This is an optimization exercise on Yosys and OpenROAD, whose aim is small area, a short achievable clock period and few clock cycles, not a production implementation. Where RTL was checked, it was by simulation tests only, not by an equivalence proof against the original. No functional check of the RTL was part of runs 1 to 5. No activity file was given, so power comes from the tool's default toggle rates.

==> design.v <==
module spa (
  input  wire        clk,
  input  wire        rst,         
  output wire        ready,       
  input  wire        reg_rd,
  input  wire        reg_wr,
  input  wire [7:0]  reg_addr,
  input  wire [31:0] reg_wdata,
  output wire [31:0] rdata,
  input  wire        cmd_valid,
  input  wire [63:0] cmd_word,
  output wire        err_o
);
  localparam [31:0] ID_VALUE     = 32'h5350_4131;
  localparam [31:0] CONFIG_VALUE = 32'h0000_0610;
  localparam [3:0] MC_LAST = 4'd7;      
  localparam [3:0] DC_LAST = 4'd15;     
  reg [31:0] pos;
  reg [15:0] frac;
  reg [31:0] delta;
  reg [31:0] lbeg;
  reg [31:0] lend;
  reg        dir;           
  reg        stopped;
  reg        disowned;
  reg [5:0]  handle;
  reg [2:0]  status;        
  reg        err;           
  reg [63:0] chact;
  reg        busy;
  reg        rdy;           
  reg        ph_m, ph_m0, ph_m1, ph_p1, ph_p2, ph_d, ph_d0, ph_f;
  reg [3:0]  cnt;
  reg        is_nl, is_fw, is_pp, back;
  reg        illegal;
  reg        lorder;        
  reg [31:0] len;           
  reg [33:0] len3;          
  reg        bnd_r;         
  reg [15:0] f1r;           
  reg        rinit;         
  reg        fin;           
  reg [32:0] A;
  reg [31:0] Q;
  assign ready = rdy;
  assign err_o = err;
  wire acc_wr  = ~busy & reg_wr;
  wire acc_cmd = ~busy & cmd_valid;
  wire [35:0] mul_sum = {4'd0, A[31:0]} + delta * Q[3:0];
  wire [32:0] d_a0  = ph_d0 ? {32'd0, rinit} : A;
  wire        d_s0  = d_a0[32];
  wire [33:0] d_r1  = {d_a0, Q[31]} + ({2'b00, len} ^ {34{~d_s0}}) + {33'd0, ~d_s0};
  wire [34:0] d_4r  = {d_a0, Q[31], Q[30]};
  wire [34:0] d_kp  = d_s0 ? {3'b000, len} : ~{1'b0, len3};
  wire [34:0] d_kn  = d_s0 ? {1'b0, len3} : ~{3'b000, len};
  wire [34:0] d_cp  = d_4r + d_kp + {34'd0, ~d_s0};
  wire [34:0] d_cn  = d_4r + d_kn + {34'd0, ~d_s0};
  wire        d_n1  = d_r1[33];
  wire [34:0] d_r2  = d_n1 ? d_cn : d_cp;
  wire [31:0] r4716 = {A[15:0], Q[31:16]};
  wire        c48   = back & ~|r4716 & (Q[15:0] < ~frac);
  wire        rneg  = A[32];    
  wire sa_lend = ph_m0 | (ph_f & (is_fw ? rneg : back));
  wire sa_len  = ph_m1;
  wire sa_pos  = ph_p1;
  wire sa_A    = ph_p2 & ~back;
  wire sa_lbeg = (ph_p2 & back) | (ph_f & (is_fw ? ~rneg : ~back));
  wire sb_lbeg = ph_m0;
  wire sb_len2 = ph_m1;
  wire sb_r    = ph_p1;
  wire sb_lend = ph_p2 & ~back;
  wire sb_A    = (ph_p2 & back) | ph_f;
  wire x_inv   = ph_m0 | (ph_p1 & back) | ph_p2 | (ph_f & is_pp & (rneg ^ back));
  wire x_c     = ph_m0 | (ph_p1 & back) | ph_p2;
  wire [33:0] xa = ({34{sa_lend}} & {2'b00, lend})
                 | ({34{sa_len}}  & {2'b00, len})
                 | ({34{sa_pos}}  & {2'b00, pos})
                 | ({34{sa_A}}    & {2'b00, A[31:0]})
                 | ({34{sa_lbeg}} & {2'b00, lbeg});
  wire [33:0] xb = ({34{sb_lbeg}} & {2'b00, lbeg})
                 | ({34{sb_len2}} & {1'b0, len, 1'b0})
                 | ({34{sb_r}}    & {1'b0, c48, r4716})
                 | ({34{sb_lend}} & {2'b00, lend})
                 | ({34{sb_A}}    & {A[32], A});
  wire [33:0] xs = xa + (xb ^ {34{x_inv}}) + {33'd0, x_c};
  wire lzero   = ~|len;
  wire f_lord  = ~illegal & ~is_nl & bnd_r & lorder;
  wire f_ppz   = ~illegal & is_pp & bnd_r & ~lorder & lzero;
  wire f_any   = illegal | f_lord | f_ppz;
  reg [5:0]  ra;
  reg [31:0] rd_val;
  always @* begin
    case (ra)
      6'h00:   rd_val = pos;
      6'h01:   rd_val = {16'd0, frac};
      6'h02:   rd_val = delta;
      6'h03:   rd_val = lbeg;
      6'h04:   rd_val = lend;
      6'h05:   rd_val = {30'd0, stopped, dir};
      6'h06:   rd_val = {disowned, 25'd0, handle};
      6'h07:   rd_val = {29'd0, status};
      6'h08:   rd_val = ID_VALUE;
      6'h09:   rd_val = CONFIG_VALUE;
      6'h10:   rd_val = chact[31:0];
      6'h11:   rd_val = chact[63:32];
      default: rd_val = 32'd0;
    endcase
  end
  always @(posedge clk) ra <= reg_addr[7:2];
  assign rdata = rd_val;
  always @(posedge clk) begin
    if (acc_cmd) begin
      is_nl   <= (cmd_word[1:0] == 2'd0);
      is_fw   <= (cmd_word[1:0] == 2'd1);
      is_pp   <= (cmd_word[1:0] == 2'd2);
      back    <= (cmd_word[1:0] == 2'd2) & dir;
      illegal <= (cmd_word[1:0] == 2'b11) | (|cmd_word[31:2]);
      Q       <= cmd_word[63:32];
      A       <= {17'd0, ((cmd_word[1:0] == 2'd2) & dir) ? ~frac : frac};
    end else if (ph_m) begin
      A <= {1'b0, mul_sum[35:4]};
      Q <= {mul_sum[3:0], Q[31:4]};
    end else if (ph_p1) begin
      A <= xs[32:0];
    end else if (ph_p2) begin
      Q <= xs[31:0];
    end else if (ph_d) begin
      A <= d_r2[32:0];
      Q <= {Q[29:0], ~d_n1, ~d_r2[34]};
    end
    if (ph_m0) begin
      len    <= xs[31:0];
      lorder <= xs[33];
    end
    if (ph_m1) len3 <= xs;
    if (ph_p1) f1r <= back ? ~Q[15:0] : Q[15:0];
    if (ph_p2) begin
      bnd_r <= ~xs[33];
      rinit <= xs[32] & (len != 32'd1);
    end
  end
  always @(posedge clk) begin
    if (rst) begin
      pos      <= 32'd0;
      frac     <= 16'd0;
      delta    <= 32'd0;
      lbeg     <= 32'd0;
      lend     <= 32'd0;
      dir      <= 1'b0;
      stopped  <= 1'b0;
      disowned <= 1'b0;
      handle   <= 6'd0;
      status   <= 3'd0;
      err      <= 1'b0;
      chact    <= 64'd0;
      busy     <= 1'b0;
      rdy      <= 1'b1;
      ph_m     <= 1'b0;
      ph_m0    <= 1'b0;
      ph_m1    <= 1'b0;
      ph_p1    <= 1'b0;
      ph_p2    <= 1'b0;
      ph_d     <= 1'b0;
      ph_d0    <= 1'b0;
      ph_f     <= 1'b0;
      cnt      <= 4'd0;
      fin      <= 1'b0;
    end else begin
      if (acc_wr) begin
        case (reg_addr[7:2])
          6'h00: pos   <= reg_wdata;
          6'h01: frac  <= reg_wdata[15:0];
          6'h02: delta <= reg_wdata;
          6'h03: lbeg  <= reg_wdata;
          6'h04: lend  <= reg_wdata;
          6'h05: begin
            dir     <= reg_wdata[0];
            stopped <= reg_wdata[1];
          end
          6'h06: begin
            handle   <= reg_wdata[5:0];
            disowned <= reg_wdata[31];
          end
          6'h07: begin
            status <= status & ~reg_wdata[2:0];
            err    <= |(status & ~reg_wdata[2:0]);
          end
          6'h10: chact[31:0]  <= reg_wdata;
          6'h11: chact[63:32] <= reg_wdata;
          default: ;
        endcase
      end
      ph_m0 <= acc_cmd;
      ph_m1 <= ph_m0;
      ph_p1 <= ph_m & (cnt == MC_LAST);
      ph_p2 <= ph_p1;
      ph_d0 <= ph_p2;
      ph_f  <= ph_d & (cnt == DC_LAST);
      if (acc_cmd) begin
        busy <= 1'b1;
        rdy  <= 1'b0;
        ph_m <= 1'b1;
      end
      if (ph_m | ph_d) cnt <= cnt + 4'd1;
      if (ph_m & (cnt == MC_LAST)) begin
        ph_m <= 1'b0;
        cnt  <= 4'd0;
      end
      if (ph_p2) ph_d <= 1'b1;
      if (ph_d & (cnt == DC_LAST)) ph_d <= 1'b0;
      if (ph_f) begin
        busy <= 1'b0;
        rdy  <= 1'b1;
      end
      if (ph_d0) begin
        status <= status | {f_ppz, f_lord, illegal};
        err    <= err | f_any;
        fin    <= ~f_any & ~is_nl & bnd_r & ~lzero;
        if (~f_any) begin
          frac <= f1r;
          if (is_nl) begin
            if (bnd_r) begin
              stopped <= 1'b1;
              if (!disowned) chact[handle] <= 1'b0;
              else           pos <= A[31:0];
            end else begin
              pos <= A[31:0];
            end
          end else if (!bnd_r) begin
            pos <= A[31:0];
          end else if (is_fw & lzero) begin
            pos <= 32'd0;
          end
        end
      end
      if (ph_f & fin) begin
        pos <= xs[31:0];
        if (is_pp & rneg) begin
          dir  <= ~dir;
          frac <= ~frac + 16'd1;
        end
      end
    end
  end
endmodule
==> run.sh <==
#!/bin/bash
# synth_recipe.tcl (not shown) runs the flow's synth.tcl, then flattens the netlist and writes it again
# the make line also repeats each setting of config.mk as NAME=value (left out here)
make -C /OpenROAD-flow-scripts/flow DESIGN_CONFIG=/design/flow/config.mk WORK_HOME=/design/flow/orfs CLKGATE_MAP_FILE= SYNTH_SCRIPT=/design/flow/synth_recipe.tcl finish
==> config.mk <==
export PLATFORM = sky130hd
export DESIGN_NAME = spa
export DESIGN_NICKNAME = spa
export VERILOG_FILES = /design/flow/design.v
export SDC_FILE = /design/flow/constraint.sdc
export NUM_CORES = 4
export LEC_CHECK = 0
export CAP_MARGIN = 20
export CORE_MARGIN = 2
export CORE_UTILIZATION = 40
export SETUP_SLACK_MARGIN = 5
export SLEW_MARGIN = 20
==> constraint.sdc <==
create_clock -name core_clock -period 10.0 [get_ports {clk}]
set_input_delay 2.0000 -clock core_clock [delete_from_list [all_inputs] [get_ports {clk}]]
set_output_delay 2.0000 -clock core_clock [all_outputs]
set_load 0.01 [all_outputs]
==> impl_metrics.py, run 1 <==
metrics = {
    "run_status": {
        "outcome": "complete, no violations",
    },
    "sta": {
        "slew_headroom_pct": 17.64,
        "slew_violations": 0,
        "tns_ns": 0,
        "finalHoldViolations": 0,
        "fmax_mhz": 200.4,
        "period_share_pct": 49.89,
        "skew_ns": 0.04147,
        "setup_violations": 0,
        "hold_slack_ns": 0.4632,
        "grt_setup_unrepaired": "true",
        "worst_slew_pin_slew_ns": 1.227,
        "period_minus_slack_ns": 4.989,
    },
    "clock_network": {
        "hold_buffers": 0,
        "clockBufferDepth": 3,
        "clock_sinks": 397,
        "tritoncts": "yes",
        "htreeDepth": 2,
        "clk_pin_slew_ns": 0.06,
        "cts-root-buf": "clkbuf_16",
        "clkLatencyLatePin_ns": 0.62,
        "cts_buffers": 47,
    },
    "placed_design": {
        "portBuffers": 139,
        "gp_congestion": 0.9468,
        "hpwl_um": 101600,
    },
    "floorplan": {
        "dieArea_um2": 84950,
        "rows": 105,
        "chipHeight_um": 291.5,
        "io_pins": 143,
        "start_util_pct": 40.32,
        "core-area_um2": 81980,
        "chipWidth_um": 291.5,
    },
    "setup_path": {
        "cp_data_required_time_ns": 10.48,
        "endpoint_kind": "flip-flop",
        "crit_fanout": 35,
        "arrival_ns": 5.47,
        "critPathLaunchType": "flip-flop",
        "rr_worst_depth": 19,
        "worstSetupPathType": "reg -> reg",
    },
    "route": {
        "vias": 32620,
        "ant_nets": 0,
        "drtIter0Drc": 4238,
        "totalWireLength_um": 136700,
        "drt_first_pass_iters": 9,
        "drcViolationCount": 0,
        "viasPerCell": 6.194,
        "post_drt_wl_per_cell_um": 25.96,
    },
    "pwr": {
        "seqPwrFrac_pct": 35.1,
        "power.density_nw_per_um2": 147.8,
        "ir_worst_vdd_mv": 0.1228,
        "p_clk_share_pct": 31.2,
        "p_total_mw": 5.628,
        "power.switching_mw": 2.148,
        "p_sw_share_pct": 38.17,
        "intPower_mw": 3.480,
        "p_leak_nw": 14.98,
        "combPwrFrac_pct": 33.8,
    },
    "cells_and_area": {
        "final_layout_size_suffix_gt1_share_pct": 7.700,
        "seq_area_um2": 9354,
        "fin_nets": 4562,
        "n_fill_cell": 8123,
        "most-common-layout-cells": "nand2_1, a21oi_1, nor2_1",
        "syn_to_final_growth_pct": 15.17,
        "final_common_cell": "nand2_1",
        "multi_input_area_um2": 22620,
    },
    "yosys": {
        "yosysSeqAreaShare_pct": 28.22,
        "syn_avg_cell_area_um2": 7.977,
        "synthArstFlopShare_pct": 0,
        "synth_top_flop_cell": "dfxtp_1",
        "syn_nets": 4544,
        "synth_top_cell_by_area": "dfxtp_1",
        "synth.area.top_cells": "dfxtp_1, edfxtp_1, nand2_1",
        "synth_cell_types": 86,
        "synth.ff_latch_count": 397,
        "yosysWarnings": 1,
        "synth_edf_count": 138,
        "syn-cell-area_um2": 33060,
        "yosys.area.top_type_share_pct": 15.69,
        "postSynthCellCount": 4144,
    },
    "global_route": {
        "grt_max_degree": 100,
        "grt_first_pass_wirelength_um": 199900,
        "globalRouteTotalUtil_pct": 31.01,
        "antenna_found_initial": 1,
        "grt-ovfl-total": 0,
        "grt_pass1_vias": 30560,
    },
    "worst_hold_path": {
        "worstHoldPathCells": 1,
        "hold_class": "reg -> reg",
    },
    "job": {
        "drv_cap": 0,
    },
}
[per-stage QoR]
stage | cells | util (%) | setup slack (ns) | area [µm²]
4_1_cts | 5253 | 45.88 | 5.001 | 37610
2_1_floorplan | 4144 | - | 5.041 | 33060
5_1_grt | 5265 | 46.43 | 4.873 | 38070
3_3_place_gp | 5150 | 43.13 | 3.415 | 35360
6_report | 5267 | 46.44 | 5.011 | 38070
3_5_place_dp | 5150 | 43.13 | 3.390 | 35360
[layout make-up]
cell class | count | area share (%)
Antenna cell | 2 | 0.01315
Clock buffer | 68 | 3.484
Clock inverter | 14 | 0.4897
Inverter | 184 | 1.913
Multi-Input combinational cell | 3291 | 59.41
Sequential cell | 397 | 24.57
Tap cell | 1070 | 3.516
Timing Repair Buffer | 241 | 6.602
[synthesized netlist by cell type (all sizes together), types with 50 or more instances]
cell    count
a211oi     77
a21o       66
a21oi     417
a221oi     81
a222oi     77
a22oi      50
and2      139
clkbuf    235
dfxtp     259
edfxtp    138
fa         97
ha        194
inv       183
mux2i      94
nand2     744
nor2      269
nor3       78
o21ai     200
xnor2     138
xor2       86
[cells by family after synthesis]
group	count (synthesis)	share of synthesized area, %
adders and majority gates	291	13.22
muxes	107	3.289
AOI/OAI and AO/OA	1212	24.28
xor gates and xnor gates	224	5.935
DFF	397	28.22
buffers and inverters	456	5.311
and+or+nand+nor	1457	19.74
[registers in the layout (all words and copies together) (netlist names), 3 cells and up]
| register | flops |
|---|---|
| A | 33 |
| pos | 32 |
| delta | 32 |
| len3 | 34 |
| f1r | 16 |
| Q | 32 |
| frac | 16 |
| status | 3 |
| len | 32 |
| ra | 6 |
| lend | 32 |
| chact | 64 |
| handle | 6 |
| lbeg | 32 |
| cnt | 4 |
[critical path: stages, from the launching register on]
cell	delay [ns]
edfxtp_1	0.42
buf_12	0.19
and2_1	0.20
fa_1	0.49
fa_1	0.50
inv_1	0.05
fa_1	0.48
inv_1	0.04
ha_1	0.33
o21ai_1	0.11
o211ai_1	0.18
buf_4	0.19
o2111ai_4	0.16
a2111oi_4	0.45
nor3_2	0.14
o21ai_1	0.19
a21oi_2	0.08
xnor2_1	0.21
a221oi_1	0.10
a221oi_1	0.32
[power by group through the flow]
| stage | Clock (mW) | Sequential [mW] | Combinational [mW] |
|---|---|---|---|
| 2_1_floorplan | 0 | 1.88 | 1.19 |
| 3_3_place_gp | 0 | 1.99 | 1.72 |
| 3_5_place_dp | 0 | 1.99 | 1.72 |
| 4_1_cts | 1.76 | 1.96 | 1.81 |
| 5_1_grt | 1.82 | 1.97 | 2.06 |
| 6_report | 1.75 | 1.97 | 1.90 |
[final timing paths]
kind	slack, ns	startpoint	end
setup / recovery	5.01	Q[1]	A[28]
hold / removal	0.46	rdy	rdy
hold reg to reg	0.46	rdy	rdy
setup reg to reg	5.01	Q[1]	A[28]
[layer usage]
metal	vias to the layer above	wire length, µm	GRT usage, %
li1	14920	-	-
met1	15630	56490	42.58
met2	1787	58490	46.89
met3	292	12920	4.574
met4	0	8820	16.76
met5	-	0	0
[what timing repair did]
item | in CTS | in global routing
resized for setup | 98 | 70
pin swaps | 11 | 16
hold endpoints to repair | 0 | 0
setup buffers | 18 | 9
setup endpoints to repair | 166 | 83
cloned | 3 | 2
==> inputs of run 2 (changes only) <==
--- a/config.mk
+++ b/config.mk
@@ -8,5 +8,5 @@
 export CAP_MARGIN = 20
 export CORE_MARGIN = 2
 export CORE_UTILIZATION = 40
-export SETUP_SLACK_MARGIN = 5
+export SETUP_SLACK_MARGIN = 4.5
 export SLEW_MARGIN = 20
==> run 2 against run 1 <==
Against the previous run: die area stayed put; sequential cell count stayed put; wire length is 1.7% lower; sequential power hardly changed; area after synthesis stayed put; via count is 0.81% lower; final cell count is 0.42% lower; count of clock-buffer cells in the layout is 6 lower; register-to-register slack worse by 0.37 ns; critical path depth is 11 lower; fmax is 9.2% lower; largest power group unchanged.
==> impl_metrics.py, run 2 <==
metrics = {
    "run_status": {
        "outcome": "complete, no violations",
    },
    "yosys": {
        "synthMuxAreaShare_pct": 3.289,
        "synth_top_flop_cell": "dfxtp_1",
        "syn-cell-area_um2": 33060,
        "synth_edf_count": 138,
        "synth-compound-area-share_pct": 24.28,
        "synth.ff_latch_count": 397,
        "synthAdderAreaFrac_pct": 13.22,
        "synth_cell_types": 86,
        "synth_simple_gate_area_share_pct": 19.74,
        "synth_most_common_cell": "nand2_1",
        "synth.area.top_cells": "dfxtp_1, edfxtp_1, nand2_1",
        "synthArstFlopShare_pct": 0,
        "synth_top_cell_by_area": "dfxtp_1",
        "yosysWarnings": 1,
        "postSynthCellCount": 4144,
        "synth_top_family_by_area": "compound AO/OA/AOI/OAI gates",
        "syn_nets": 4544,
        "synth-xor-area-share_pct": 5.935,
        "syn_avg_cell_area_um2": 7.977,
        "yosys.area.top_type_share_pct": 15.69,
        "synth_common_cells": "nand2_1, a21oi_1, nor2_1",
        "yosysSeqAreaShare_pct": 28.22,
    },
    "floorplan": {
        "core-area_um2": 81980,
        "io_pins": 143,
        "start_util_pct": 40.32,
        "chipHeight_um": 291.5,
        "chipWidth_um": 291.5,
        "rows": 105,
        "dieArea_um2": 84950,
    },
    "cells_and_area": {
        "regMostFlops": "chact",
        "fin_nets": 4539,
        "final_layout_size_suffix_gt1_share_pct": 5.992,
        "reg_top3": "chact (64), len3 (34), A (33)",
        "fin_util_pct": 45.55,
        "largest_reg_flops": 64,
        "instances_no_fill": 5245,
        "most-common-layout-cells": "nand2_1, a21oi_1, nor2_1",
        "final_common_cell": "nand2_1",
        "syn_to_final_growth_pct": 12.96,
    },
    "sta": {
        "fmax_mhz": 181.9,
        "tns_ns": 0,
        "finalHoldViolations": 0,
        "slew_violations": 0,
        "grt_setup_unrepaired": "true",
        "worst_slack_ns": 4.504,
        "setup_violations": 0,
        "worst_slew_pin_slew_ns": 1.216,
        "skew_ns": 0.02660,
        "period_minus_slack_ns": 5.496,
        "period_share_pct": 54.96,
        "slew_headroom_pct": 18.36,
    },
    "clock_network": {
        "clk_pin_slew_ns": 0.06,
        "cts_buffers": 45,
        "clkLatencyLatePin_ns": 0.61,
        "htreeDepth": 2,
        "hold_buffers": 0,
        "clockBufferDepth": 3,
        "cts-root-buf": "clkbuf_16",
        "clock_sinks": 397,
        "tritoncts": "yes",
    },
    "global_route": {
        "antenna_found_initial": 1,
        "grt_first_pass_wirelength_um": 198500,
        "grt-ovfl-total": 0,
        "grt_max_degree": 94,
        "globalRouteTotalUtil_pct": 30.74,
        "grt_pass1_vias": 30390,
    },
    "route": {
        "post_drt_wl_per_cell_um": 25.61,
        "drtIter0Drc": 4021,
        "totalWireLength_um": 134300,
        "viasPerCell": 6.170,
        "ant_nets": 0,
        "drcViolationCount": 0,
        "vias": 32360,
        "drt_first_pass_iters": 12,
    },
    "pwr": {
        "p_leak_nw": 14.73,
        "ir_worst_vdd_mv": 0.1327,
        "power.density_nw_per_um2": 148.3,
        "p_total_mw": 5.536,
    },
    "placed_design": {
        "hpwl_um": 101800,
        "dpl.cell_count": 5150,
        "gp_congestion": 0.9528,
        "portBuffers": 139,
        "pre_cts_ws_ns": 2.967,
    },
    "setup_path": {
        "endpoint_kind": "output port",
        "critPathLaunchType": "flip-flop",
        "crit_fanout": 37,
        "cp_data_required_time_ns": 8.00,
        "arrival_ns": 3.50,
        "worstSetupPathType": "reg -> out",
    },
    "worst_hold_path": {
        "hold_class": "reg -> reg",
    },
    "job": {
        "drv_cap": 0,
    },
}
[run 2: changes by cell type in the layout (fill, tap and decap cells not counted), sizes merged, moves of 2 or more]
cell and delta:
bufinv +2, dlymetal6s2s -3, buf -18, inv +2, clkbuf -7, clkdlybuf4s50 +4, clkinv +2, bufbuf -3
clkinvlp -2
[run 2: report_power, final]
| group | total [mW] | switching (mW) | internal [mW] | leakage [nW] |
|---|---|---|---|---|
| Combinational | 1.82 | 1.16 | 0.659 | 10.6 |
| Clock | 1.74 | 0.741 | 1.00 | 0.731 |
| Sequential | 1.98 | 0.207 | 1.77 | 3.41 |
| Total | 5.54 | 2.10 | 3.43 | 14.7 |
[run 2: cell families (layout without fill, tap and decap cells)]
| logic type | after synthesis | in the layout |
|---|---|---|
| flops | 397 | 397 |
| mux | 107 | 107 |
| other cells | 0 | 3 |
| simple gates | 1457 | 1457 |
| xor+xnor | 224 | 224 |
| fa+ha+maj | 291 | 291 |
| compound gates | 1212 | 1213 |
| buf+inv | 456 | 483 |
[run 2: worst paths after layout]
path,endpoint,cells past startpoint,slack (ns),start
setup / recovery,rdata[15],8,4.50,ra[0]
setup reg to reg,A[24],18,4.64,Q[1]
hold reg to reg,chact[58],2,0.47,chact[58]
hold / removal,chact[58],2,0.47,chact[58]
[run 2: critical path: stages, from the launching register on]
cell and delay [ns]:
dfxtp_4 0.59, buf_12 0.30, inv_1 0.24, and2_1 0.20
buf_4 0.24, a22o_1 0.28, a21oi_1 0.23, o21ai_0 0.21
clkdlybuf4s50_1 0.52
[run 2: per-layer routing]
metal,share of wire (%),up-vias,global-route usage (%)
li1,-,14870,-
met1,42,15460,42.93
met2,42,1755,45.56
met3,9.7,276,4.711
met4,6.2,0,16.43
met5,0,-,0
[run 2: what timing repair did]
item,in CTS,in global routing
gates cloned,1,0
gates resized for setup,32,34
pin swaps,2,2
endpoints found under the setup margin,140,68
buffers inserted,5,5
[run 2: per-stage QoR]
stage          hold WS (ns)  cell area [µm²]
6_report             0.4731            37340
5_1_grt              0.4891            37330
4_1_cts              0.4740            37080
3_5_place_dp         0.4634            35350
3_3_place_gp         0.4559            35350
2_1_floorplan        0.4492            33060
[run 2: layout make-up]
class / instances / area [µm²]
inverters: 184 / 701.9
flip-flops and latches: 397 / 9349
fillers: 8228 / 44640
well taps: 1070 / 1339
multi-input cells: 3292 / 22290
clock buffers: 62 / 1240
diodes: 3 / 7.507
repair buffers: 219 / 2147
clock inverters: 18 / 264.0
==> inputs of run 3 (changes only) <==
--- a/config.mk
+++ b/config.mk
@@ -8,5 +8,5 @@
 export CAP_MARGIN = 20
 export CORE_MARGIN = 2
 export CORE_UTILIZATION = 40
-export SETUP_SLACK_MARGIN = 4.5
+export SETUP_SLACK_MARGIN = 4
 export SLEW_MARGIN = 20
==> run 3 against run 2 <==
Against the previous run: sequential share of layout area up 0.19 points; synthesized cell count unchanged; via count is 0.20% lower; worst setup slack got worse by 0.26 ns; area after synthesis did not move; global-route usage fell by 0.097 points; die area stayed put; critical path type is now reg -> reg; register-to-register slack lost 0.40 ns; sequential power is essentially flat; count of clock-buffer cells in the layout did not move; utilization fell by 0.35 points; final cell count is 0.11% lower.
==> impl_metrics.py, run 3 <==
metrics = {
    "cells_and_area": {
        "n_fill_cell": 8257,
        "final_common_cell": "nand2_1",
        "reg_top3": "chact (64), len3 (34), A (33)",
        "regMostFlops": "chact",
        "fin_nets": 4533,
        "largest_reg_flops": 64,
        "syn_to_final_growth_pct": 12.09,
        "most-common-layout-cells": "nand2_1, a21oi_1, nor2_1",
        "fin_util_pct": 45.20,
        "final_layout_size_suffix_gt1_share_pct": 5.329,
    },
    "placed_design": {
        "portBuffers": 139,
        "hpwl_um": 101800,
        "gp_congestion": 0.9528,
    },
    "worst_hold_path": {
        "hold_class": "reg -> reg",
    },
    "sta": {
        "slew_violations": 0,
        "finalHoldViolations": 0,
        "setup_violations": 0,
        "slew_headroom_pct": 18.09,
        "worst_slew_pin_slew_ns": 1.220,
        "period_minus_slack_ns": 5.758,
        "tns_ns": 0,
        "skew_ns": 0.02455,
        "grt_setup_unrepaired": "false",
        "period_share_pct": 57.58,
        "fmax_mhz": 173.7,
    },
    "yosys": {
        "synth.ff_latch_count": 397,
        "yosysSeqAreaShare_pct": 28.22,
        "synth_edf_count": 138,
        "synthArstFlopShare_pct": 0,
        "synth_top_flop_cell": "dfxtp_1",
        "syn_nets": 4544,
        "syn_avg_cell_area_um2": 7.977,
        "syn-cell-area_um2": 33060,
        "synth.area.top_cells": "dfxtp_1, edfxtp_1, nand2_1",
        "synth_common_cells": "nand2_1, a21oi_1, nor2_1",
        "synth_top_cell_by_area": "dfxtp_1",
        "synth_most_common_cell": "nand2_1",
        "yosysWarnings": 1,
        "yosys.area.top_type_share_pct": 15.69,
        "synth_cell_types": 86,
        "postSynthCellCount": 4144,
    },
    "route": {
        "post_drt_wl_per_cell_um": 25.55,
        "dr_wl_met2_um": 56300,
        "ant_nets": 0,
        "drcViolationCount": 0,
        "viasPerCell": 6.165,
        "drtIter0Drc": 4427,
        "vias": 32300,
        "wl_met1_um": 56390,
        "route.met3.wl_um": 12740,
        "totalWireLength_um": 133900,
        "top_layer_used": "met4",
        "drt_first_pass_iters": 13,
    },
    "clock_network": {
        "htreeDepth": 2,
        "cts_buffers": 45,
        "clock_sinks": 397,
        "clk_pin_slew_ns": 0.06,
        "clkLatencyLatePin_ns": 0.61,
        "tritoncts": "yes",
        "clockBufferDepth": 3,
        "cts-root-buf": "clkbuf_16",
    },
    "global_route": {
        "antenna_found_initial": 0,
        "grt_pass1_vias": 30370,
        "globalRouteTotalUtil_pct": 30.64,
        "grt_max_degree": 94,
        "grt-ovfl-total": 0,
        "grt_first_pass_wirelength_um": 197900,
    },
    "setup_path": {
        "cp_data_required_time_ns": 10.45,
        "worstSetupPathType": "reg -> reg",
        "arrival_ns": 6.21,
        "critPathLaunchType": "flip-flop",
        "endpoint_kind": "flip-flop",
        "crit_fanout": 35,
    },
    "floorplan": {
        "dieArea_um2": 84950,
        "chipHeight_um": 291.5,
        "rows": 105,
        "chipWidth_um": 291.5,
        "core-area_um2": 81980,
        "io_pins": 143,
        "start_util_pct": 40.32,
    },
    "pwr": {
        "power.switching_mw": 2.098,
        "intPower_mw": 3.423,
        "power.density_nw_per_um2": 149.0,
        "ir_worst_vdd_mv": 0.1331,
        "p_sw_share_pct": 38.00,
        "combPwrFrac_pct": 32.6,
        "seqPwrFrac_pct": 35.8,
        "p_leak_nw": 14.63,
        "p_clk_share_pct": 31.6,
    },
    "job": {
        "drv_cap": 0,
    },
    "run_status": {
        "outcome": "complete, no violations",
    },
}
## run 3: final timing paths
check	startpoint	endpoint	slack, ns	cells after the start
max reg2reg	Q[1]	A[28]	4.24	18
min	chact[58]	chact[58]	0.47	2
max	Q[1]	A[28]	4.24	18
min reg2reg	chact[58]	chact[58]	0.47	2
## run 3: power groups by stage
stage | clock [mW] | sequential, mW | combinational, mW
final | 1.74 | 1.98 | 1.80
after CTS | 1.75 | 1.96 | 1.75
after global routing | 1.82 | 1.97 | 1.96
after detailed placement | 0 | 2.00 | 1.72
after global placement | 0 | 2.00 | 1.71
after floorplan | 0 | 1.88 | 1.19
## run 3: critical path, stage by stage (launching register included)
cell	delay (ns)
edfxtp_1	0.37
buf_4	0.27
and2_1	0.24
fa_1	0.49
fa_1	0.50
inv_1	0.05
fa_1	0.47
inv_1	0.04
ha_1	0.33
o21ai_0	0.15
o211ai_1	0.46
o2111ai_1	0.27
a2111oi_0	0.80
nor3_1	0.22
o21ai_0	0.27
a21oi_1	0.11
xnor2_1	0.15
a221oi_1	0.26
a221oi_1	0.12
## run 3: metal layers
metal	vias to the layer above	global-route usage, %
met5	-	0
met4	0	16.28
met3	292	4.528
met2	1719	45.51
met1	15400	42.86
li1	14880	-
## run 3: metrics by stage
| step | total power, mW | hold WS [ns] | std cells | worst slack [ns] | instance area, µm² |
|---|---|---|---|---|---|
| after global routing | 5.753 | 0.4891 | 5236 | 3.990 | 37050 |
| after detailed placement | 3.715 | 0.4634 | 5150 | 2.967 | 35350 |
| after floorplan | 3.063 | 0.4492 | 4144 | 4.587 | 33060 |
| after CTS | 5.469 | 0.4740 | 5234 | 3.958 | 36950 |
| after global placement | 3.711 | 0.4559 | 5150 | 3.006 | 35350 |
| final | 5.521 | 0.4730 | 5239 | 4.242 | 37050 |
## run 3: logic make-up (layout without fill, tap and decap cells)
family | count (synthesis) | in the layout | share of synthesized area, %
multiplexers | 107 | 107 | 3.289
other | 0 | 3 | 0
adder cells (fa/ha/maj) | 291 | 291 | 13.22
flip-flops | 397 | 397 | 28.22
buffers and inverters | 456 | 477 | 5.311
AND/OR/NAND/NOR | 1457 | 1457 | 19.74
XOR/XNOR | 224 | 224 | 5.935
AO/OA/AOI/OAI | 1212 | 1213 | 24.28
## run 3: cell type report
class	count	area [µm²]	share of cell area (%)
clock inverter	18	264.0	0.7125
sequential	397	9349	25.23
timing repair buffer	213	2014	5.437
tap	1070	1339	3.613
multi-input combinational	3292	22140	59.75
antenna	3	7.507	0.02026
clock buffer	62	1240	3.346
inverter	184	699.4	1.888
## run 3: timing repair
| item | in CTS | in global routing |
|---|---|---|
| pin swaps | 1 | 1 |
| hold endpoints to repair | 0 | 0 |
| setup endpoints to repair | 63 | 53 |
| gates resized for setup | 10 | 13 |
| setup buffers | 3 | 1 |
| gates cloned | 1 | 0 |
| hold buffers | 0 | 0 |
==> inputs of run 4 (changes only) <==
==> flow/run.sh (new file) <==
#!/bin/bash
set -euo pipefail
bash standard.sh SETUP_SLACK_MARGIN=5.8 finish > standard_flow.log 2>&1
==> standard.sh (new file) <==
#!/bin/bash
# synth_recipe.tcl (not shown) runs the flow's synth.tcl, then flattens the netlist and writes it again
# the make line also repeats each setting of config.mk as NAME=value (left out here)
make -C /OpenROAD-flow-scripts/flow DESIGN_CONFIG=/design/flow/config.mk WORK_HOME=/design/flow/orfs CLKGATE_MAP_FILE= SYNTH_SCRIPT=/design/flow/synth_recipe.tcl "${@:-finish}"
--- a/config.mk
+++ b/config.mk
@@ -8,5 +8,4 @@
 export CAP_MARGIN = 20
 export CORE_MARGIN = 2
 export CORE_UTILIZATION = 40
-export SETUP_SLACK_MARGIN = 4
 export SLEW_MARGIN = 20
removed: run.sh
==> run 4 against run 3 <==
Against the previous run: final cell count grew 5.8%; sequential cell count unchanged; sequential power is essentially flat; register-to-register slack better by 0.91 ns; largest cell class unchanged; largest power group is now combinational logic.
==> impl_metrics.py, run 4 <==
metrics = {
    "run_status": {
        "outcome": "complete, no violations",
    },
    "global_route": {
        "grt_first_pass_wirelength_um": 213700,
        "grt-ovfl-total": 0,
        "grt_max_degree": 120,
        "grt_pass1_vias": 32140,
        "antenna_found_initial": 3,
        "globalRouteTotalUtil_pct": 33.46,
    },
    "route": {
        "ant_nets": 0,
        "drtIter0Drc": 4819,
        "drcViolationCount": 0,
        "post_drt_wl_per_cell_um": 27.16,
        "drt_first_pass_iters": 11,
        "vias": 34790,
        "viasPerCell": 6.279,
        "totalWireLength_um": 150500,
    },
    "pwr": {
        "p_sw_share_pct": 38.48,
        "seqPwrFrac_pct": 32.5,
        "intPower_mw": 3.725,
        "p_clk_share_pct": 29.5,
        "power.switching_mw": 2.330,
        "ir_worst_vdd_mv": 0.1190,
        "combPwrFrac_pct": 38.0,
        "power.density_nw_per_um2": 139.4,
        "p_leak_nw": 17.20,
    },
    "cells_and_area": {
        "reg_top3": "chact (64), len3 (34), A (33)",
        "regMostFlops": "chact",
        "most-common-layout-cells": "nand2_1, a21oi_1, dfxtp_1, nor2_1, buf_4",
        "largest_reg_flops": 64,
        "final_common_cell": "nand2_1",
        "syn_to_final_growth_pct": 31.45,
        "fin_util_pct": 53.00,
        "n_fill_cell": 7488,
        "fin_nets": 4829,
        "final_layout_size_suffix_gt1_share_pct": 20.44,
    },
    "yosys": {
        "syn_avg_cell_area_um2": 7.977,
        "synth_top_flop_cell": "dfxtp_1",
        "synth.ff_latch_count": 397,
        "synth_top_cell_by_area": "dfxtp_1",
        "synth_most_common_cell": "nand2_1",
        "yosys.area.top_type_share_pct": 15.69,
        "postSynthCellCount": 4144,
        "syn-cell-area_um2": 33060,
        "synth.area.top_cells": "dfxtp_1, edfxtp_1, nand2_1",
        "syn_nets": 4544,
        "synth_cell_types": 86,
        "synth_common_cells": "nand2_1, a21oi_1, nor2_1",
        "yosysWarnings": 1,
        "synthArstFlopShare_pct": 0,
        "yosysSeqAreaShare_pct": 28.22,
        "synth_edf_count": 138,
    },
    "setup_path": {
        "endpoint_kind": "flip-flop",
        "worstSetupPathType": "reg -> reg",
        "crit_fanout": 8,
        "arrival_ns": 5.40,
        "critPathLaunch": "Q[1]",
        "cp_data_required_time_ns": 10.55,
        "regToRegStartpoint": "Q[1]",
        "critPathLaunchType": "flip-flop",
    },
    "sta": {
        "period_share_pct": 48.52,
        "tns_ns": 0,
        "period_minus_slack_ns": 4.852,
        "worst_slew_pin_slew_ns": 1.175,
        "slew_headroom_pct": 21.08,
        "setup_violations": 0,
        "fmax_mhz": 206.1,
        "skew_ns": 0.02287,
        "hold_slack_ns": 0.4699,
        "grt_setup_unrepaired": "true",
        "finalHoldViolations": 0,
        "slew_violations": 0,
    },
    "clock_network": {
        "clockBufferDepth": 3,
        "cts-root-buf": "clkbuf_16",
        "cts_buffers": 46,
        "clk_pin_slew_ns": 0.07,
        "clock_sinks": 397,
        "tritoncts": "yes",
        "clkLatencyLatePin_ns": 0.62,
        "htreeDepth": 2,
        "hold_buffers": 0,
    },
    "placed_design": {
        "hpwl_um": 102200,
        "portBuffers": 139,
        "gp_congestion": 0.9524,
    },
    "job": {
        "drv_cap": 0,
    },
    "floorplan": {
        "start_util_pct": 40.32,
        "rows": 105,
        "chipWidth_um": 291.5,
        "io_pins": 143,
        "core-area_um2": 81980,
        "chipHeight_um": 291.5,
        "dieArea_um2": 84950,
    },
    "worst_hold_path": {
        "hold_start": "chact[20]",
        "hold_class": "reg -> reg",
    },
}
-- run 4: cell counts after synthesis --
Identical to the previous run, type by type.
-- run 4: repair_timing --
| action | CTS | global route |
|---|---|---|
| pin swaps | 151 | 163 |
| buffers inserted | 162 | 106 |
| resized for setup | 577 | 263 |
| setup endpoints to repair | 224 | 207 |
| gates cloned | 28 | 4 |
-- run 4: cell type report --
class,count,area [µm²],area share [%]
Clock buffer,68,1335,3.073
Tap cell,1070,1339,3.081
Multi-Input combinational cell,3291,24780,57.03
Clock inverter,18,201.4,0.4636
Sequential cell,397,9370,21.57
Antenna cell,4,10.01,0.02304
Timing Repair Buffer,509,5687,13.09
Inverter,184,726.9,1.673
-- run 4: cells by family (layout without fill, tap and decap cells) --
| family | count (synthesis) | in the layout | synth area share, % |
|---|---|---|---|
| other | 0 | 4 | 0 |
| buffers and inverters | 456 | 779 | 5.311 |
| AO/OA/AOI/OAI | 1212 | 1212 | 24.28 |
| flip-flops | 397 | 397 | 28.22 |
| AND/OR/NAND/NOR | 1457 | 1457 | 19.74 |
| adder cells (fa/ha/maj) | 291 | 291 | 13.22 |
| multiplexers | 107 | 107 | 3.289 |
| XOR/XNOR | 224 | 224 | 5.935 |
-- run 4: path summary, 6_finish.rpt --
check / to / slack (ns) / depth (start not counted)
worst max-delay path: A[26] / 5.15 / 19
worst min register to register: chact[20] / 0.47 / 2
worst max register to register: A[26] / 5.15 / 19
worst min-delay path: chact[20] / 0.47 / 2
-- run 4: stage by stage --
stage	total power [mW]	setup slack [ns]	instance area, µm²	cells
after floorplan	3.087	5.563	33300	4144
after global placement	3.736	3.493	35570	5151
after detailed placement	3.738	3.429	35570	5151
after CTS	5.816	5.127	41310	5427
after global routing	6.258	4.959	43440	5537
final	6.056	5.148	43450	5541
-- run 4: critical path, stage by stage, from the launching register on --
cell       delay [ns]
edfxtp_1         0.34
buf_6            0.16
clkbuf_16        0.18
nand2_2          0.07
fa_1             0.57
fa_1             0.43
fa_1             0.51
inv_2            0.05
ha_4             0.18
a211oi_4         0.28
o211ai_1         0.22
buf_4            0.20
a2111oi_4        0.41
o41a_1           0.28
o21ai_2          0.13
a311oi_2         0.28
buf_4            0.17
xnor2_1          0.11
nand2_1          0.08
a21oi_2          0.13
-- run 4: power by group through the flow --
stage,clock [mW],combinational [mW],sequential (mW)
final,1.79,2.30,1.97
after global routing,1.85,2.45,1.96
after detailed placement,0,1.75,1.99
after floorplan,0,1.21,1.88
after CTS,1.78,2.08,1.95
after global placement,0,1.74,1.99
-- run 4: per-layer routing --
| layer | vias to the layer above | GRT usage, % | routed length [µm] |
|---|---|---|---|
| met5 | - | 0 | 0 |
| met4 | 0 | 22.16 | 12190 |
| met3 | 457 | 5.818 | 15390 |
| met2 | 2117 | 50.82 | 64500 |
| met1 | 16770 | 43.67 | 58440 |
| li1 | 15450 | - | - |
==> inputs of run 5 (changes only) <==
==> run.sh (new file) <==
#!/bin/bash
# synth_recipe.tcl (not shown) runs the flow's synth.tcl, then flattens the netlist and writes it again
# the make line also repeats each setting of config.mk as NAME=value (left out here)
make -C /OpenROAD-flow-scripts/flow DESIGN_CONFIG=/design/flow/config.mk WORK_HOME=/design/flow/orfs CLKGATE_MAP_FILE= SYNTH_SCRIPT=/design/flow/synth_recipe.tcl finish
--- a/config.mk
+++ b/config.mk
@@ -7,5 +7,6 @@
 export LEC_CHECK = 0
 export CAP_MARGIN = 20
 export CORE_MARGIN = 2
-export CORE_UTILIZATION = 40
+export CORE_UTILIZATION = 60
+export SETUP_SLACK_MARGIN = 5
 export SLEW_MARGIN = 20
removed: flow/run.sh
removed: standard.sh
==> run 5 against run 4 <==
Against the previous run: still clean on timing, DRC and antenna; cell area shrank 13%; utilization grew 16 points; hold slack gained 0.0050 ns; wire length shrank 12%; fmax shrank 4.0%; critical path type unchanged; highest routed layer is now met5.
==> impl_metrics.py, run 5 <==
metrics = {
    "clock_network": {
        "tritoncts": "yes",
        "cts-root-buf": "clkbuf_16",
        "htreeDepth": 2,
        "clkLatencyLatePin_ns": 0.62,
        "clockBufferDepth": 3,
        "cts_buffers": 46,
        "hold_buffers": 0,
        "clk_pin_slew_ns": 0.06,
        "clock_sinks": 397,
    },
    "pwr": {
        "p_leak_nw": 15.06,
        "power.density_nw_per_um2": 147.6,
        "ir_worst_vdd_mv": 0.1792,
    },
    "floorplan": {
        "dieArea_um2": 56980,
        "start_util_pct": 60.35,
        "core-area_um2": 54770,
        "io_pins": 143,
        "chipHeight_um": 238.7,
        "chipWidth_um": 238.7,
        "rows": 86,
    },
    "route": {
        "drtIter0Drc": 5276,
        "totalWireLength_um": 133000,
        "viasPerCell": 6.811,
        "post_drt_wl_per_cell_um": 27.08,
        "vias": 33450,
        "drt_first_pass_iters": 10,
        "ant_nets": 0,
        "drcViolationCount": 0,
    },
    "yosys": {
        "yosys.area.top_type_share_pct": 15.69,
        "synth_top_flop_cell": "dfxtp_1",
        "synth_edf_count": 138,
        "synth_most_common_cell": "nand2_1",
        "syn_nets": 4544,
        "syn_avg_cell_area_um2": 7.977,
        "yosysSeqAreaShare_pct": 28.22,
        "yosysWarnings": 1,
        "synth_common_cells": "nand2_1, a21oi_1, nor2_1",
        "synth_top_cell_by_area": "dfxtp_1",
        "synth.area.top_cells": "dfxtp_1, edfxtp_1, nand2_1",
        "synth_cell_types": 86,
        "postSynthCellCount": 4144,
        "syn-cell-area_um2": 33060,
        "synthArstFlopShare_pct": 0,
        "synth.ff_latch_count": 397,
    },
    "cells_and_area": {
        "final_layout_size_suffix_gt1_share_pct": 8.252,
        "fin_nets": 4569,
        "largest_reg_flops": 64,
        "final_common_cell": "nand2_1",
        "regMostFlops": "chact",
        "most-common-layout-cells": "nand2_1, a21oi_1, nor2_1",
        "syn_to_final_growth_pct": 14.27,
        "reg_top3": "chact (64), len3 (34), A (33)",
        "instances_no_fill": 4911,
    },
    "global_route": {
        "grt_pass1_vias": 30710,
        "grt_first_pass_wirelength_um": 192500,
        "antenna_found_initial": 1,
        "grt-ovfl-total": 0,
        "globalRouteTotalUtil_pct": 44.94,
        "grt_max_degree": 94,
    },
    "worst_hold_path": {
        "hold_class": "reg -> reg",
    },
    "sta": {
        "period_share_pct": 50.53,
        "period_minus_slack_ns": 5.053,
        "skew_ns": 0.03390,
        "hold_slack_ns": 0.4749,
        "setup_violations": 0,
        "finalHoldViolations": 0,
        "grt_setup_unrepaired": "true",
        "fmax_mhz": 197.9,
        "worst_slew_pin_slew_ns": 1.147,
        "slew_headroom_pct": 22.99,
        "slew_violations": 0,
        "tns_ns": 0,
    },
    "setup_path": {
        "critical_path_buf_inv_count": 3,
        "endpoint_kind": "flip-flop",
        "path_cells": "buf_12, buf_6, nand2_1, fa_1, fa_1, fa_1, inv_1, ha_4, a21oi_1, nand4b_1, a32oi_4, o31ai_4, o41ai_4, a21o_1, a41oi_1, xnor2_1, a21boi_0, a31oi_1",
        "cp_common_cell": "fa_1",
        "critPathLaunchType": "flip-flop",
        "crit_fanout": 9,
        "cp_slowest_cell": "fa_1",
        "arrival_ns": 5.57,
        "critPathTopFamily": "adder cells",
        "worstSetupPathType": "reg -> reg",
        "cp_data_required_time_ns": 10.52,
        "slowest_delay_ns": 0.57,
    },
    "run_status": {
        "outcome": "complete, no violations",
    },
    "placed_design": {
        "portBuffers": 139,
        "gp_congestion": 1.013,
        "hpwl_um": 96820,
        "dpl.cell_count": 4777,
    },
    "job": {
        "drv_cap": 0,
    },
}
## run 5: cell counts after synthesis
Identical to the previous run, type by type.
## run 5: cell type report
cell class / instances / area [µm²]
Clock buffer: 64 / 1303
Fill cell: 4693 / 17000
Timing Repair Buffer: 248 / 2572
Antenna cell: 2 / 5.005
Multi-Input combinational cell: 3292 / 22740
Tap cell: 704 / 880.8
Inverter: 184 / 705.7
Clock inverter: 20 / 206.4
Sequential cell: 397 / 9355
## run 5: final timing paths
kind	start	endpoint	slack, ns	cells past startpoint
setup / recovery	Q[1]	A[29]	4.95	18
hold / removal	chact[57]	chact[57]	0.47	2
setup reg to reg	Q[1]	A[29]	4.95	18
hold reg to reg	chact[57]	chact[57]	0.47	2
## run 5: repair_timing
item	4_1_cts	5_1_grt
gates cloned	2	5
endpoints found under the setup margin	120	89
gates resized for setup	82	103
pin swaps	8	28
setup buffers	17	23
## run 5: layer usage
metal / GRT usage [%] / wire, µm / up-vias
met3: 9.273 / 17490 / 398
met2: 65.27 / 55430 / 2368
li1: - / - / 14930
met4: 26.12 / 9293 / 2
met5: 0 / 12 / -
met1: 61.89 / 50760 / 15750
## run 5: worst min-delay path: cells and delay by family (launching register included)
kind | cells | cell delay, ns
and+or+nand+nor | 1 | 0.05
AOI/OAI and AO/OA | 1 | 0.06
DFF | 1 | 0.31
## run 5: logic make-up (layout without fill, tap and decap cells)
kind of cell	after synthesis	count (layout)	share of synthesized area, %
AO/OA/AOI/OAI	1212	1213	24.28
flip-flops	397	397	28.22
adder cells (fa/ha/maj)	291	291	13.22
multiplexers	107	107	3.289
XOR/XNOR	224	224	5.935
other	0	2	0
AND/OR/NAND/NOR	1457	1457	19.74
buffers and inverters	456	516	5.311
## run 5: where the power goes
part | total, mW | leakage (nW) | internal, mW | switching [mW]
logic | 1.88 | 10.9 | 0.706 | 1.18
registers | 1.97 | 3.41 | 1.77 | 0.198
clock network | 1.72 | 0.745 | 0.971 | 0.752
total | 5.57 | 15.1 | 3.45 | 2.13
## run 5: stage by stage
stage                     setup slack [ns]  utilization, %  cell area [µm²]  total power, mW
final                                4.947           68.96            37770            5.575
after global routing                 4.800           68.95            37770            5.763
after CTS                            4.831           67.46            36950            5.406
after detailed placement             3.603           63.63            34850            3.675
after global placement               3.662           63.61            34840            3.663
after floorplan                      5.041               -            33060            3.063
==> inputs of run 6 (changes only) <==
--- a/design.v
+++ b/design.v
@@ -6,7 +6,7 @@
   input  wire        reg_wr,
   input  wire [7:0]  reg_addr,
   input  wire [31:0] reg_wdata,
-  output wire [31:0] rdata,
+  output reg  [31:0] rdata,
   input  wire        cmd_valid,
   input  wire [63:0] cmd_word,
   output wire        err_o
@@ -87,10 +87,9 @@
   wire f_lord  = ~illegal & ~is_nl & bnd_r & lorder;
   wire f_ppz   = ~illegal & is_pp & bnd_r & ~lorder & lzero;
   wire f_any   = illegal | f_lord | f_ppz;
-  reg [5:0]  ra;
   reg [31:0] rd_val;
   always @* begin
-    case (ra)
+    case (reg_addr[7:2])
       6'h00:   rd_val = pos;
       6'h01:   rd_val = {16'd0, frac};
       6'h02:   rd_val = delta;
@@ -106,8 +105,7 @@
       default: rd_val = 32'd0;
     endcase
   end
-  always @(posedge clk) ra <= reg_addr[7:2];
-  assign rdata = rd_val;
+  always @(posedge clk) rdata <= rd_val;
   always @(posedge clk) begin
     if (acc_cmd) begin
       is_nl   <= (cmd_word[1:0] == 2'd0);
--- a/config.mk
+++ b/config.mk
@@ -7,6 +7,6 @@
 export LEC_CHECK = 0
 export CAP_MARGIN = 20
 export CORE_MARGIN = 2
-export CORE_UTILIZATION = 60
+export CORE_UTILIZATION = 40
 export SETUP_SLACK_MARGIN = 5
 export SLEW_MARGIN = 20
==> run 6 against run 5 <==
Against the previous run: total power rose by 1.4%; wire length rose by 11%; sequential cell count rose by 26; non-clock buffer count fell by 17; fmax rose by 1.5%; cell area rose by 2.6%; final cell count rose by 8.7%; die area rose by 52%; area after synthesis rose by 1.6%; critical path type unchanged; largest cell class unchanged; highest routed layer unchanged.
==> impl_metrics.py, run 6 <==
metrics = {
    "run_status": {
        "outcome": "complete, no violations",
    },
    "yosys": {
        "yosysWarnings": 1,
        "synth_simple_gate_area_share_pct": 20.85,
        "synth_top_cell_by_area": "dfxtp_1",
        "synth_top_family_by_area": "compound AO/OA/AOI/OAI gates",
        "syn_avg_cell_area_um2": 8.011,
        "synth.area.top_cells": "dfxtp_1, edfxtp_1, nand2_1",
        "synth_top_flop_cell": "dfxtp_1",
        "synthMuxAreaShare_pct": 3.117,
        "synthArstFlopShare_pct": 0,
        "synth_edf_count": 138,
        "syn_nets": 4594,
        "synth_cell_types": 85,
        "postSynthCellCount": 4194,
        "synthAdderAreaFrac_pct": 13.00,
        "yosys.area.top_type_share_pct": 16.98,
        "synth.ff_latch_count": 423,
        "synth_most_common_cell": "nand2_1",
        "synth_common_cells": "nand2_1, a21oi_1, dfxtp_1",
        "syn-cell-area_um2": 33600,
        "yosysSeqAreaShare_pct": 29.31,
        "synth-compound-area-share_pct": 22.69,
        "synth-xor-area-share_pct": 5.966,
    },
    "pwr": {
        "power.density_nw_per_um2": 145.8,
        "ir_worst_vdd_mv": 0.1319,
        "power.switching_mw": 1.991,
        "p_leak_nw": 15.38,
        "seqPwrFrac_pct": 36.5,
        "p_clk_share_pct": 37.4,
        "intPower_mw": 3.660,
        "combPwrFrac_pct": 26.2,
        "p_total_mw": 5.651,
        "p_sw_share_pct": 35.23,
    },
    "floorplan": {
        "dieArea_um2": 86330,
        "io_pins": 143,
        "core-area_um2": 83420,
        "chipWidth_um": 293.8,
        "start_util_pct": 40.28,
        "chipHeight_um": 293.8,
        "rows": 106,
    },
    "sta": {
        "hold_slack_ns": 0.4705,
        "skew_ns": 0.04632,
        "worst_slew_pin_slew_ns": 1.275,
        "setup_violations": 0,
        "period_minus_slack_ns": 4.976,
        "grt_setup_unrepaired": "true",
        "finalHoldViolations": 0,
        "fmax_mhz": 201.0,
        "worst_slack_ns": 5.024,
        "slew_violations": 0,
        "slew_headroom_pct": 14.42,
        "period_share_pct": 49.76,
        "tns_ns": 0,
    },
    "clock_network": {
        "tritoncts": "yes",
        "clkLatencyLatePin_ns": 0.65,
        "clock_sinks": 423,
        "htreeDepth": 2,
        "cts_buffers": 50,
        "clockBufferDepth": 3,
        "clk_pin_slew_ns": 0.06,
        "cts-root-buf": "clkbuf_16",
    },
    "global_route": {
        "grt_max_degree": 121,
        "grt-ovfl-total": 0,
        "antenna_found_initial": 2,
        "grt_first_pass_wirelength_um": 213700,
        "grt_pass1_vias": 31740,
        "globalRouteTotalUtil_pct": 33.10,
    },
    "cells_and_area": {
        "fin_nets": 4612,
        "regMostFlops": "chact",
        "syn_to_final_growth_pct": 15.36,
        "stdcell_area_um2": 38760,
        "largest_reg_flops": 64,
        "multi_input_area_um2": 22700,
        "most-common-layout-cells": "nand2_1, a21oi_1, dfxtp_1, nor2_1, ha_1",
        "instances_no_fill": 5339,
        "seq_area_um2": 9868,
        "reg_top3": "chact (64), len3 (34), A (33)",
        "final_common_cell": "nand2_1",
        "fin_util_pct": 46.46,
        "n_fill_cell": 8154,
        "final_layout_size_suffix_gt1_share_pct": 7.522,
    },
    "setup_path": {
        "crit_fanout": 17,
        "cp_data_required_time_ns": 10.56,
        "arrival_ns": 5.53,
        "endpoint_kind": "flip-flop",
        "critPathLaunchType": "flip-flop",
        "worstSetupPathType": "reg -> reg",
    },
    "placed_design": {
        "dpl.cell_count": 5216,
        "pre_cts_ws_ns": 4.290,
        "gp_congestion": 0.9912,
        "detailed_place.area_um2": 35990,
        "portBuffers": 139,
        "hpwl_um": 108100,
    },
    "job": {
        "drv_cap": 0,
    },
    "route": {
        "drcViolationCount": 0,
        "drtIter0Drc": 4807,
        "vias": 34260,
        "drt_first_pass_iters": 10,
        "totalWireLength_um": 148200,
        "viasPerCell": 6.417,
        "post_drt_wl_per_cell_um": 27.76,
        "ant_nets": 0,
    },
    "worst_hold_path": {
        "hold_class": "reg -> reg",
    },
}
run 6: path summary, 6_finish.rpt:
check               from  endpoint  slack [ns]  depth (start not counted)
setup / recovery    Q[1]     A[28]        5.02                         17
setup reg to reg    Q[1]     A[28]        5.02                         17
hold / removal    cnt[1]    cnt[1]        0.47                          2
hold reg to reg   cnt[1]    cnt[1]        0.47                          2
run 6: power by group through the flow:
stage | clock [mW] | sequential (mW) | combinational (mW)
floorplan | 0 | 1.96 | 0.915
global placement | 0 | 2.08 | 1.36
detailed placement | 0 | 2.08 | 1.37
CTS | 2.12 | 2.05 | 1.39
global route | 2.18 | 2.05 | 1.59
finish | 2.11 | 2.06 | 1.48
run 6: timing repair:
| item | in CTS | in global routing |
|---|---|---|
| hold buffers | 0 | 0 |
| endpoints found under the hold margin | 0 | 0 |
| gates cloned | 0 | 2 |
| gates resized for setup | 47 | 82 |
| buffers inserted | 4 | 18 |
| pin swaps | 7 | 22 |
| endpoints found under the setup margin | 76 | 53 |
run 6: routing by layer:
layer	vias to the layer above	wire [µm]	GRT usage (%)
met1	16490	57880	43.18
li1	15090	-	-
met2	2199	64720	50.98
met3	471	15050	6.073
met4	2	10530	19.79
met5	-	13	0
run 6: logic make-up after synthesis:
| group | count (synthesis) |
|---|---|
| AOI/OAI and AO/OA | 1162 |
| xor gates and xnor gates | 228 |
| adders and majority gates | 291 |
| buffers and inverters | 448 |
| DFF | 423 |
| muxes | 101 |
| and+or+nand+nor | 1541 |
run 6: critical path, stage by stage, from the launching register on:
cell       delay (ns)
edfxtp_1         0.39
buf_4            0.19
clkbuf_16        0.21
and2_1           0.20
fa_1             0.46
fa_1             0.48
fa_1             0.56
ha_4             0.23
a21oi_1          0.16
o21ai_1          0.13
a41o_1           0.26
o21ai_4          0.36
o21ai_4          0.11
a21o_1           0.25
a21o_1           0.21
a311o_1          0.31
a21o_1           0.20
a31oi_1          0.18
run 6: cell type report:
cell class              count  area share [%]
flip-flops and latches    423           25.46
well taps                1080           3.486
repair buffers            231           5.846
diodes                      5         0.03228
inverters                 183           1.775
clock inverters            29           1.259
clock buffers              65           3.580
multi-input cells        3323           58.56
Testbench counts of run 6, summed over its fixed seeds: cycles 94,756.
==> inputs of run 7 (changes only) <==
--- a/design.v
+++ b/design.v
@@ -6,7 +6,7 @@
   input  wire        reg_wr,
   input  wire [7:0]  reg_addr,
   input  wire [31:0] reg_wdata,
-  output reg  [31:0] rdata,
+  output wire [31:0] rdata,
   input  wire        cmd_valid,
   input  wire [63:0] cmd_word,
   output wire        err_o
@@ -38,7 +38,6 @@
   reg [33:0] len3;          
   reg        bnd_r;         
   reg [15:0] f1r;           
-  reg        rinit;         
   reg        fin;           
   reg [32:0] A;
   reg [31:0] Q;
@@ -47,7 +46,7 @@
   wire acc_wr  = ~busy & reg_wr;
   wire acc_cmd = ~busy & cmd_valid;
   wire [35:0] mul_sum = {4'd0, A[31:0]} + delta * Q[3:0];
-  wire [32:0] d_a0  = ph_d0 ? {32'd0, rinit} : A;
+  wire [32:0] d_a0  = A;
   wire        d_s0  = d_a0[32];
   wire [33:0] d_r1  = {d_a0, Q[31]} + ({2'b00, len} ^ {34{~d_s0}}) + {33'd0, ~d_s0};
   wire [34:0] d_4r  = {d_a0, Q[31], Q[30]};
@@ -60,18 +59,19 @@
   wire [31:0] r4716 = {A[15:0], Q[31:16]};
   wire        c48   = back & ~|r4716 & (Q[15:0] < ~frac);
   wire        rneg  = A[32];    
-  wire sa_lend = ph_m0 | (ph_f & (is_fw ? rneg : back));
+  wire sa_lend = ph_m0 | (ph_d0 & ~back) | (ph_f & (is_fw ? rneg : back));
   wire sa_len  = ph_m1;
   wire sa_pos  = ph_p1;
   wire sa_A    = ph_p2 & ~back;
-  wire sa_lbeg = (ph_p2 & back) | (ph_f & (is_fw ? ~rneg : ~back));
+  wire sa_lbeg = ((ph_p2 | ph_d0) & back) | (ph_f & (is_fw ? ~rneg : ~back));
   wire sb_lbeg = ph_m0;
   wire sb_len2 = ph_m1;
   wire sb_r    = ph_p1;
   wire sb_lend = ph_p2 & ~back;
   wire sb_A    = (ph_p2 & back) | ph_f;
-  wire x_inv   = ph_m0 | (ph_p1 & back) | ph_p2 | (ph_f & is_pp & (rneg ^ back));
-  wire x_c     = ph_m0 | (ph_p1 & back) | ph_p2;
+  wire sb_Q    = ph_d0;
+  wire x_inv   = ph_m0 | ((ph_p1 | ph_d0) & back) | ph_p2 | (ph_f & is_pp & (rneg ^ back));
+  wire x_c     = ph_m0 | ((ph_p1 | ph_d0) & back) | ph_p2;
   wire [33:0] xa = ({34{sa_lend}} & {2'b00, lend})
                  | ({34{sa_len}}  & {2'b00, len})
                  | ({34{sa_pos}}  & {2'b00, pos})
@@ -81,15 +81,17 @@
                  | ({34{sb_len2}} & {1'b0, len, 1'b0})
                  | ({34{sb_r}}    & {1'b0, c48, r4716})
                  | ({34{sb_lend}} & {2'b00, lend})
-                 | ({34{sb_A}}    & {A[32], A});
+                 | ({34{sb_A}}    & {A[32], A})
+                 | ({34{sb_Q}}    & {2'b00, Q});
   wire [33:0] xs = xa + (xb ^ {34{x_inv}}) + {33'd0, x_c};
   wire lzero   = ~|len;
   wire f_lord  = ~illegal & ~is_nl & bnd_r & lorder;
   wire f_ppz   = ~illegal & is_pp & bnd_r & ~lorder & lzero;
   wire f_any   = illegal | f_lord | f_ppz;
+  reg [5:0]  ra;
   reg [31:0] rd_val;
   always @* begin
-    case (reg_addr[7:2])
+    case (ra)
       6'h00:   rd_val = pos;
       6'h01:   rd_val = {16'd0, frac};
       6'h02:   rd_val = delta;
@@ -105,7 +107,8 @@
       default: rd_val = 32'd0;
     endcase
   end
-  always @(posedge clk) rdata <= rd_val;
+  always @(posedge clk) ra <= reg_addr[7:2];
+  assign rdata = rd_val;
   always @(posedge clk) begin
     if (acc_cmd) begin
       is_nl   <= (cmd_word[1:0] == 2'd0);
@@ -121,6 +124,7 @@
     end else if (ph_p1) begin
       A <= xs[32:0];
     end else if (ph_p2) begin
+      A <= {32'd0, xs[32] & (len != 32'd1)};
       Q <= xs[31:0];
     end else if (ph_d) begin
       A <= d_r2[32:0];
@@ -132,10 +136,7 @@
     end
     if (ph_m1) len3 <= xs;
     if (ph_p1) f1r <= back ? ~Q[15:0] : Q[15:0];
-    if (ph_p2) begin
-      bnd_r <= ~xs[33];
-      rinit <= xs[32] & (len != 32'd1);
-    end
+    if (ph_p2) bnd_r <= ~xs[33];
   end
   always @(posedge clk) begin
     if (rst) begin
@@ -220,12 +221,12 @@
             if (bnd_r) begin
               stopped <= 1'b1;
               if (!disowned) chact[handle] <= 1'b0;
-              else           pos <= A[31:0];
+              else           pos <= xs[31:0];
             end else begin
-              pos <= A[31:0];
+              pos <= xs[31:0];
             end
           end else if (!bnd_r) begin
-            pos <= A[31:0];
+            pos <= xs[31:0];
           end else if (is_fw & lzero) begin
             pos <= 32'd0;
           end
==> run 7 against run 6 <==
Against the previous run: still clean on timing, DRC and antenna; clock power down 19%; total power is 7.5% lower; sequential cell count shrank 27; non-clock buffer count decreased by 13; final cell count fell by 3.2%; fmax is 0.32% lower; sequential power is 2% lower; largest power group is now sequential cells; synthesized cell count decreased by 2.9%; critical path type is now reg -> out; wire length decreased by 6.6%; global-route usage shrank 1.6 points.
==> impl_metrics.py, run 7 <==
metrics = {
    "run_status": {
        "outcome": "complete, no violations",
    },
    "yosys": {
        "synth_most_common_cell": "nand2_1",
        "yosys.area.top_type_share_pct": 15.81,
        "synth_top_flop_cell": "dfxtp_1",
        "synth_top_cell_by_area": "dfxtp_1",
        "synth.ff_latch_count": 396,
        "yosysSeqAreaShare_pct": 28.36,
        "synth.area.top_cells": "dfxtp_1, edfxtp_1, nand2_1",
        "yosysWarnings": 1,
        "postSynthCellCount": 4073,
        "synthArstFlopShare_pct": 0,
        "syn-cell-area_um2": 32790,
        "syn_avg_cell_area_um2": 8.051,
        "synth_cell_types": 91,
        "synth_common_cells": "nand2_1, a21oi_1, nor2_1",
        "syn_nets": 4473,
        "synth_edf_count": 137,
    },
    "floorplan": {
        "start_util_pct": 40.19,
        "core-area_um2": 81580,
        "chipWidth_um": 290.3,
        "rows": 105,
        "chipHeight_um": 290.3,
        "dieArea_um2": 84290,
        "io_pins": 143,
    },
    "sta": {
        "setup_violations": 0,
        "hold_slack_ns": 0.4740,
        "grt_setup_unrepaired": "true",
        "slew_violations": 0,
        "fmax_mhz": 200.3,
        "tns_ns": 0,
        "period_share_pct": 49.92,
        "finalHoldViolations": 0,
        "slew_headroom_pct": 19.61,
        "worst_slew_pin_slew_ns": 1.197,
        "skew_ns": 0.02618,
        "period_minus_slack_ns": 4.992,
    },
    "global_route": {
        "grt-ovfl-total": 0,
        "grt_max_degree": 93,
        "grt_first_pass_wirelength_um": 201800,
        "antenna_found_initial": 3,
        "globalRouteTotalUtil_pct": 31.54,
        "grt_pass1_vias": 30450,
    },
    "cells_and_area": {
        "most-common-layout-cells": "nand2_1, a21oi_1, nor2_1",
        "regMostFlops": "chact",
        "reg_top3": "chact (64), len3 (34), A (33)",
        "largest_reg_flops": 64,
        "seq_area_um2": 9325,
        "n_fill_cell": 8104,
        "final_layout_size_suffix_gt1_share_pct": 6.593,
        "syn_to_final_growth_pct": 13.23,
        "final_common_cell": "nand2_1",
        "fin_nets": 4462,
        "multi_input_area_um2": 22360,
    },
    "pwr": {
        "p_clk_share_pct": 32.5,
        "power.density_nw_per_um2": 140.8,
        "intPower_mw": 3.290,
        "p_sw_share_pct": 37.06,
        "p_leak_nw": 14.67,
        "ir_worst_vdd_mv": 0.1285,
        "combPwrFrac_pct": 29.1,
        "power.switching_mw": 1.937,
        "seqPwrFrac_pct": 38.4,
    },
    "clock_network": {
        "cts_buffers": 44,
        "clock_sinks": 396,
        "tritoncts": "yes",
        "hold_buffers": 0,
        "clk_pin_slew_ns": 0.06,
        "htreeDepth": 2,
        "clkLatencyLatePin_ns": 0.62,
        "clockBufferDepth": 3,
        "cts-root-buf": "clkbuf_16",
    },
    "setup_path": {
        "worstSetupPathType": "reg -> out",
        "slowest_delay_ns": 0.60,
        "endpoint_kind": "output port",
        "critPathLaunchType": "flip-flop",
        "path_cells": "nor2_1, nand3_4, nor2_2, a221oi_1, nand3_1, clkdlybuf4s50_1",
        "arrival_ns": 2.99,
        "crit_fanout": 32,
        "cp_data_required_time_ns": 8.00,
        "cp_slowest_cell": "clkdlybuf4s50_1",
    },
    "job": {
        "drv_cap": 0,
    },
    "route": {
        "drtIter0Drc": 4468,
        "vias": 32870,
        "totalWireLength_um": 138500,
        "viasPerCell": 6.362,
        "drcViolationCount": 0,
        "ant_nets": 0,
        "drt_first_pass_iters": 10,
        "post_drt_wl_per_cell_um": 26.81,
    },
    "worst_hold_path": {
        "hold_class": "reg -> reg",
    },
    "placed_design": {
        "gp_congestion": 0.9797,
        "hpwl_um": 102700,
        "portBuffers": 139,
    },
}
==> run 7: changes by cell type after synthesis, moves of 22 or more <==
cell	previous run	this run
a22oi_1	67	107
inv_1	180	115
dfxtp_1	285	259
a211oi_1	75	40
o21ai_0	193	224
nand3_1	138	94
nand2_1	702	724
and2_1	133	63
==> run 7: logic make-up after synthesis <==
| group | count (synthesis) | synth area share, % |
|---|---|---|
| multiplexers | 117 | 3.621 |
| AND/OR/NAND/NOR | 1400 | 18.88 |
| buffers and inverters | 391 | 4.678 |
| XOR/XNOR | 221 | 5.925 |
| AO/OA/AOI/OAI | 1257 | 25.22 |
| adder cells (fa/ha/maj) | 291 | 13.32 |
| flip-flops | 396 | 28.36 |
==> run 7: repair_timing <==
action,in CTS,in global routing
buffers inserted,9,13
pin swaps,0,10
endpoints found under the hold margin,0,0
cloned,0,1
resized for setup,53,59
endpoints found under the setup margin,144,81
==> run 7: through the flow <==
step | setup slack [ns] | utilization (%) | cell area, µm² | power (mW) | instances
2_1_floorplan | 5.145 | - | 32790 | 2.893 | 4073
3_3_place_gp | 3.855 | 42.82 | 34930 | 3.473 | 5062
3_5_place_dp | 3.767 | 42.84 | 34950 | 3.482 | 5063
4_1_cts | 4.951 | 45.02 | 36730 | 5.175 | 5151
5_1_grt | 4.955 | 45.51 | 37130 | 5.420 | 5165
6_report | 5.008 | 45.51 | 37130 | 5.227 | 5166
==> run 7: final cells by class <==
cell class,instances,area share [%]
antenna,1,0.006739
clock buffer,60,3.373
clock inverter,19,0.6133
inverter,116,1.173
multi-input combinational,3286,60.21
sequential,396,25.11
tap,1070,3.606
timing repair buffer,218,5.900
==> run 7: worst paths after layout <==
kind         startpoint   endpoint  slack (ns)  cells after the start
max               ra[1]   rdata[8]        5.01                      6
min           chact[52]  chact[52]        0.47                      2
max reg2reg        Q[1]      A[28]        5.14                     17
min reg2reg   chact[52]  chact[52]        0.47                      2
==> run 7: routing by layer <==
metal	up-vias	wire (µm)	global-route usage [%]
li1	14820	-	-
met1	15780	55660	43.15
met2	1930	60000	48.55
met3	337	14790	4.688
met4	2	8015	15.68
met5	-	16	0
==> run 7: worst max-delay path, delay by kind of cell, from the launching register on <==
family | cells | cell delay (ns)
AOI/OAI and AO/OA | 1 | 0.09
buffers and inverters | 1 | 0.60
DFF | 1 | 0.41
and+or+nand+nor | 4 | 1.28
==> run 7: power by group through the flow <==
stage	Sequential [mW]	Combinational (mW)	Clock [mW]
floorplan	1.89	1.01	0
global placement	2.03	1.44	0
detailed placement	2.03	1.45	0
CTS	1.99	1.47	1.71
global route	2.01	1.65	1.76
finish	2.01	1.52	1.70
Testbench counts of run 7, summed over its fixed seeds: cycles 94,756.

Check on run 7: ideal ports give 5.008 ns setup slack; a clkbuf_16 on the clock port and buf_2 on the inputs give 4.944 ns; moving port delays by the midpoint clock arrival (0.672 ns) as well gives 4.721 ns.
